This design comes from an exercise in tuning for small area on the open sky130 flow, not from production work.
Only simulation tests tie the RTL to the original design; equivalence was not proved.
Power figures rest on the tool's default switching activity, not on a simulated workload.

S:
## apu
module apu (
    input  wire        clk,
    input  wire        rst,           
    input  wire        tick,          
    input  wire        wr_en,         
    input  wire        wr_flag,       
    input  wire [4:0]  wr_addr,
    input  wire [7:0]  wr_data,
    input  wire [4:0]  rd_addr,
    output wire [7:0]  rd_data,
    input  wire [15:0] gain,          
    output wire        sample_valid,
    output wire [15:0] sample
);
    reg  [7:0] regs [0:31];
    wire [31:0] wsel = 32'd1 << wr_addr;     
    wire [31:0] rsel = 32'd1 << rd_addr;     
    reg  [7:0] cur, rd;
    integer j;
    always @(*) begin
        cur = 8'd0;
        rd  = 8'd0;
        for (j = 0; j < 32; j = j + 1) begin
            cur = cur | (regs[j] & {8{wsel[j]}});
            rd  = rd  | (regs[j] & {8{rsel[j]}});
        end
    end
    wire [7:0] bit_mask = 8'd1 << wr_data[2:0];
    wire [7:0] wbyte = wr_flag ? ((cur & ~bit_mask) | (wr_data[3] ? bit_mask : 8'd0))
                               : wr_data;
    assign rd_data = rd;
    integer i;
    always @(posedge clk) begin
        for (i = 0; i < 32; i = i + 1)
            if (rst || (wr_en && wsel[i]))
                regs[i] <= rst ? 8'd0 : wbyte;
    end
    reg  [14:0] fc;
    reg         fc_ge;
    wire        mode5   = regs[23][7];
    wire        fc_0    = (fc == 15'h0000);
    wire        fc_7456 = (fc == 15'h49FC);
    wire        quarter = fc_0 || (fc == 15'h5F3D) || fc_7456 || (fc == 15'h532C);
    wire        half    = fc_0 || fc_7456;
    wire        fc_wrap = mode5 ? (fc == 15'h0E7A) : fc_ge;
    wire [14:0] fc_step = {fc[13:0], ~(fc[14] ^ fc[13])};
    always @(posedge clk) begin
        if (rst) begin
            fc    <= 15'd0;
            fc_ge <= 1'b0;
        end else if (tick) begin
            fc    <= fc_wrap ? 15'd0 : fc_step;
            fc_ge <= !fc_wrap && (fc_ge || fc == 15'h3AF0);
        end
    end
    wire en_wr = wr_en && (wr_addr == 5'h15);
    wire [3:0] lvl_p0, lvl_p1, lvl_t, lvl_n;
    wire [7:0] len_load;
  ...
Size: roughly 3,800 cells after synthesis, about 64 I/O pins, roughly 35,000 µm² of cells after synthesis.
Settings: LEC_CHECK=0, CAP_MARGIN=20, CORE_MARGIN=2, CORE_UTILIZATION=60, PLACE_DENSITY=0.7, SLEW_MARGIN=20, SYNTH_MEMORY_MAX_BITS=16384; clock period 28.0 ns.
standard.sh (not shown) runs the stock make flow with config.mk's settings and CLKGATE_MAP_FILE= SYNTH_SCRIPT=/design/flow/synth_recipe.tcl, a recipe that flattens the netlist after the stock synthesis.
==> flow/flow/run.sh <==
#!/bin/bash
# The standard layout (standard.sh, unchanged synthesis and steps), with two
# settings of the layout steps changed through the environment ORFS reads:
#  - clock tree synthesis clusters up to 10 flip-flops (within 40 um) per leaf
#    buffer, uses clkbuf_8 and adds no dummy loads;
#  - the port buffers are buf_1 cells (every input and output port still gets
#    its own buffer, as in the standard flow).
# All output of the flow goes to standard.log; ORFS keeps each step's log
# under orfs/logs.
set -euo pipefail
export CTS_ARGS="-sink_clustering_enable -repair_clock_nets -dont_use_dummy_load -sink_clustering_size 10 -sink_clustering_max_diameter 40 -buf_list {sky130_fd_sc_hd__clkbuf_8}"
export BUFFER_PORTS_ARGS="-buffer_cell sky130_fd_sc_hd__buf_1"
bash standard.sh > standard.log 2>&1
Every stage of the flow completed for S, and the final layout passed the timing, design-rule and antenna checks.
Input-level comparison between Q and S:
==> flow/flow/run.sh <==
#!/bin/bash
# The standard layout (standard.sh, unchanged synthesis and steps), with two
# settings of the layout steps changed through the environment ORFS reads:
#  - clock tree synthesis clusters up to 20 flip-flops (within 60 um) per leaf
#    buffer, uses clkbuf_16 and adds no dummy loads;
#  - the port buffers are buf_1 cells (every input and output port still gets
#    its own buffer, as in the standard flow).
# All output of the flow goes to standard.log; ORFS keeps each step's log
# under orfs/logs.
set -euo pipefail
export CTS_ARGS="-sink_clustering_enable -repair_clock_nets -dont_use_dummy_load -sink_clustering_size 20 -sink_clustering_max_diameter 60 -buf_list {sky130_fd_sc_hd__clkbuf_16}"
export BUFFER_PORTS_ARGS="-buffer_cell sky130_fd_sc_hd__buf_1"
bash standard.sh > standard.log 2>&1
--- outcome ---
The wire length on met2 reported for Q is greater than that of S by 390 µm. ~same fraction of the yosys area taken by sequential cells in S and Q. [Q] internal power contribution rose 0.59% relative to S. Q against S: static leakage now sits lower; final hold slack now sits higher; setup slack now sits higher; wire length reported by the detailed router now sits lower. As far as maximum net fanout on the critical path goes, Q and S are indistinguishable; the numbers are identical. The lower actual slew at the worst max-slew pin came out of S. Lower clock power goes to Q over S. As far as via density per instance is concerned, S and Q perform about the same.

-- separate check: timing with driven ports --
No port has a modelled driver above. Below, the same layouts with a new extraction and two added sets of constraints.
Step 1 assumes that a clkbuf_16 drives the clock port and a buf_2 every other input.
Step 2 adds t to the input delays and takes it off the output delays; t is the mean of the earliest and latest rising clock arrival at the registers after step 1. Input paths then give back, and output paths get back, about the clock's delay inside the block.
Three values: ideal ports, drivers, drivers and shift; two values: the first two.
| run | t (ns) | setup slack, ns | latest minus earliest clock arrival (ns) | worst register clock-pin slew, ns | cell pins on the clock port's net |
|---|---|---|---|---|---|
| S | 0.753 | 7.374 / 7.307 / 8.060 | 0.126 / 0.126 | 0.08 / 0.08 | 1 |
| Q | 0.662 | 7.515 / 7.434 / 8.097 | 0.087 / 0.087 | 0.09 / 0.09 | 1 |
After both steps setup and hold are still met in every run listed.
